From an optimization exercise on the open Yosys and OpenROAD flow, aimed at small area and few clock cycles; shortcuts taken in it are not production practice.
The RTL was checked by simulation tests, not by an equivalence proof against the original design.
Power figures rest on the tool's default switching activity, not on a simulated workload.

## frame_codec
module frame_codec (
    input  wire        clk,
    input  wire        rst,
    input  wire        crc_init,
    input  wire        crc_valid,
    input  wire [7:0]  crc_data,
    output wire [15:0] crc_acc,
    input  wire        rx_valid,
    input  wire [7:0]  rx_data,
    output wire        rx_ready,
    output wire        pbuf_we,
    output wire [8:0]  pbuf_addr,
    output wire [7:0]  pbuf_wdata,
    output wire        frame_valid,
    output wire [7:0]  frame_msg,
    output wire [9:0]  frame_len,
    input  wire        frame_ack,
    input  wire        enc_start,
    input  wire [7:0]  enc_msg,
    input  wire [15:0] enc_len,
    output wire        enc_ready,
    output wire        enc_err,
    input  wire        pl_valid,
    input  wire [7:0]  pl_data,
    output wire        pl_ready,
    output wire        tx_valid,
    output wire [7:0]  tx_data,
    input  wire        tx_ready
);
For scale: about 500 cells after synthesis, roughly 94 flip-flops, about 4900 µm² of cells after synthesis.
export LEC_CHECK = 0
export CAP_MARGIN = 20
export CORE_MARGIN = 2
export CORE_UTILIZATION = 65
export GPL_TIMING_DRIVEN = 0
export SLEW_MARGIN = 20
create_clock -name core_clock -period 4.0 [get_ports {clk}]
standard.sh (not shown) runs the stock make flow with config.mk's settings and CLKGATE_MAP_FILE= SYNTH_SCRIPT=/design/flow/synth_recipe.tcl, a recipe that flattens the netlist after the stock synthesis.
==> flow/flow/run.sh <==
#!/bin/bash
# Own layout flow: the standard ORFS flow (standard.sh) with these changes
# to how the layout is made:
#  - synthesis is the standard flow's own script (synth_recipe.tcl, unchanged), except that
#    ABC maps the logic for area: flow/synth.tcl swaps in
#    flow/abc_area.script (AIG restructuring with &deepsyn, then repeated
#    area-only mapping); flip-flops are mapped before ABC, so the registers
#    are the standard synthesis's;
#  - the port buffers are the smallest buffer cell (buf_1) instead of the
#    default pick;
#  - the clock tree is built from clkbuf_8 without dummy loads.
# make's full output goes to flow_make.log; ORFS keeps each step's log in
# orfs/logs/.
set -euo pipefail
here=$(cd "$(dirname "$0")" && pwd)
work=$(pwd)
export OWN_ABC_SCRIPT="$here/abc_area.script"
export FLOW_SYNTH_TCL="$work/synth_recipe.tcl"
export REMOVE_ABC_BUFFERS=1
export BUFFER_PORTS_ARGS="-buffer_cell sky130_fd_sc_hd__buf_1"
export CTS_ARGS="-sink_clustering_enable -repair_clock_nets -dont_use_dummy_load -buf_list sky130_fd_sc_hd__clkbuf_8"
# standard.sh with the synthesis script pointed at flow/synth.tcl
sed "s#SYNTH_SCRIPT=[^ ]*#SYNTH_SCRIPT=$here/synth.tcl#" standard.sh > own_standard.sh
grep -q "SYNTH_SCRIPT=$here/synth.tcl" own_standard.sh
bash own_standard.sh finish > flow_make.log 2>&1
==> flow/flow/abc_area.script <==
strash
&get -n
&deepsyn -I 1 -J 100
&put
dch
map -a
strash
dch
map -a
strash
dch
map -a
strash
dch
map -a
strash
dch
map -a
strash
dch
map -a
strash
dch
map -a
strash
dch
map -a
strash
&get -n
&dch
&nf -a -R 1000
&put
topo
dnsize
==> flow/flow/synth.tcl <==
# The standard flow's synthesis (synth_recipe.tcl, sourced unchanged) with one change: ABC
# maps the logic with an area-oriented script (abc_area.script beside this
# file) instead of ORFS's delay-oriented one.  Flip-flops are mapped before
# ABC runs, so the registers are the standard synthesis's.
proc abc {args} {
  set i [lsearch -exact $args -script]
  if {$i >= 0} { lset args [expr {$i + 1}] $::env(OWN_ABC_SCRIPT) }
  puts "own flow: abc $args"
  yosys abc {*}$args
}
source $::env(FLOW_SYNTH_TCL)
Testbench counts at the start, summed over its fixed seeds: cycles 34,439.
Edit:
--- a/flow/flow/run.sh
+++ b/flow/flow/run.sh
@@ -10 +10,2 @@
-#    default pick;
+#    default pick, and the buffers synthesis put on pass-through wires
+#    become buf_1 too (flow/pre_place.tcl);
@@ -20,0 +22 @@
+export PRE_GLOBAL_PLACE_TCL="$here/pre_place.tcl"
==> flow/flow/pre_place.tcl (new file) <==
# Before port buffering: the buffers synthesis put on pass-through wires
# (input port straight to output port) become the smallest buffer cell.
foreach inst [get_cells *] {
  set m [get_property $inst ref_name]
  if {![regexp {^sky130_fd_sc_hd__buf_([2-9]|1[0-9])$} $m]} { continue }
  set out [get_pins -of_objects $inst -filter "direction == output"]
  set net [get_nets -of_objects $out]
  set ports [get_ports -quiet -of_objects $net]
  set drives_port 0
  foreach p $ports { if {[get_property $p direction] eq "output"} { set drives_port 1 } }
  if {$drives_port} {
    puts "pre_place: [get_property $inst full_name] $m -> sky130_fd_sc_hd__buf_1"
    replace_cell $inst sky130_fd_sc_hd__buf_1
  }
}
Result: The changed run finished with timing, DRC and antenna clean. Worst setup slack stays the same. Routed wire length stays the same. Non-clock buffer count is unchanged.
Edit:
--- a/flow/flow/run.sh
+++ b/flow/flow/run.sh
@@ -4,5 +4,2 @@
-#  - synthesis is the standard flow's own script (synth_recipe.tcl, unchanged), except that
-#    ABC maps the logic for area: flow/synth.tcl swaps in
-#    flow/abc_area.script (AIG restructuring with &deepsyn, then repeated
-#    area-only mapping); flip-flops are mapped before ABC, so the registers
-#    are the standard synthesis's;
+#  - synthesis is the standard flow's own script, but ABC maps the logic for area
+#    (flow/synth.tcl, flow/abc_area.script);
@@ -10,2 +7,2 @@
-#    default pick, and the buffers synthesis put on pass-through wires
-#    become buf_1 too (flow/pre_place.tcl);
+#    default pick;
+#  - the buffers synthesis put on pass-through wires become buf_1 too;
The new run completed without violations.
Sequential power is about the same.
Cell count is unchanged.
Synthesized area does not change.
Routed wire length stays the same.
Die area does not change.
Via count stays the same.
Edit:
--- a/flow/flow/run.sh
+++ b/flow/flow/run.sh
@@ -4,2 +4,5 @@
-#  - synthesis is the standard flow's own script, but ABC maps the logic for area
-#    (flow/synth.tcl, flow/abc_area.script);
+#  - synthesis is the standard flow's own script (synth_recipe.tcl, unchanged), except that
+#    ABC maps the logic for area: flow/synth.tcl swaps in
+#    flow/abc_area.script (AIG restructuring with &deepsyn, then repeated
+#    area-only mapping); flip-flops are mapped before ABC, so the registers
+#    are the standard synthesis's;
@@ -7,2 +10,2 @@
-#    default pick;
-#  - the buffers synthesis put on pass-through wires become buf_1 too;
+#    default pick, and the buffers synthesis put on pass-through wires
+#    become buf_1 too (flow/pre_place.tcl);
==> flow/flow/pre_place.tcl (replaced) <==
# Before port buffering: the buffers synthesis put on pass-through wires
# (input port straight to output port) are removed; port buffering then
# gives the input and the output port a buffer each, as every other port.
set pass {}
foreach inst [get_cells *] {
  set m [get_property $inst ref_name]
  if {![regexp {^sky130_fd_sc_hd__buf_[0-9]+$} $m]} { continue }
  set out [get_pins -of_objects $inst -filter "direction == output"]
  set net [get_nets -of_objects $out]
  set drives_port 0
  foreach p [get_ports -quiet -of_objects $net] {
    if {[get_property $p direction] eq "output"} { set drives_port 1 }
  }
  if {$drives_port} { lappend pass $inst }
}
puts "pre_place: removing [llength $pass] pass-through buffers"
if {[llength $pass] > 0} { remove_buffers $pass }
foreach inst $pass {
  if {![catch {get_property $inst ref_name} m]} {
    puts "pre_place: [get_property $inst full_name] kept, made sky130_fd_sc_hd__buf_1"
    replace_cell $inst sky130_fd_sc_hd__buf_1
  }
}
Result: The changed run passed the timing, design-rule and antenna checks. Maximum frequency is unchanged. Setup slack does not change. Wire length does not change. Hold slack is unchanged. Design area stays the same. Clock skew does not change. Total power does not change. Utilization does not change.

[static timing again, ports no longer ideal]
Ports are ideal in the flow. The routed layouts listed here were re-timed in OpenROAD. Step 1, drivers: a clkbuf_16 drives clk and a buf_2 each remaining input, both assumed. Step 2 also shifts input and output timing later by t, the mid clock arrival at the registers, as if the neighbouring blocks saw the same clock. Slacks: no drivers / after step 1 / after step 2; pairs: no drivers / after step 1.
| run | shift t [ns] | slack for setup (ns) | slew at the worst register clock pin (ns) |
|---|---|---|---|
| the first run | 0.371 | 0.740 / 0.740 / 0.549 | 0.09 / 0.09 |
| the second run | 0.371 | 0.740 / 0.740 / 0.549 | 0.09 / 0.09 |
| the third run | 0.371 | 0.740 / 0.740 / 0.549 | 0.09 / 0.09 |
| the fourth run | 0.371 | 0.740 / 0.740 / 0.549 | 0.09 / 0.09 |
After both steps every run listed still meets setup and hold.
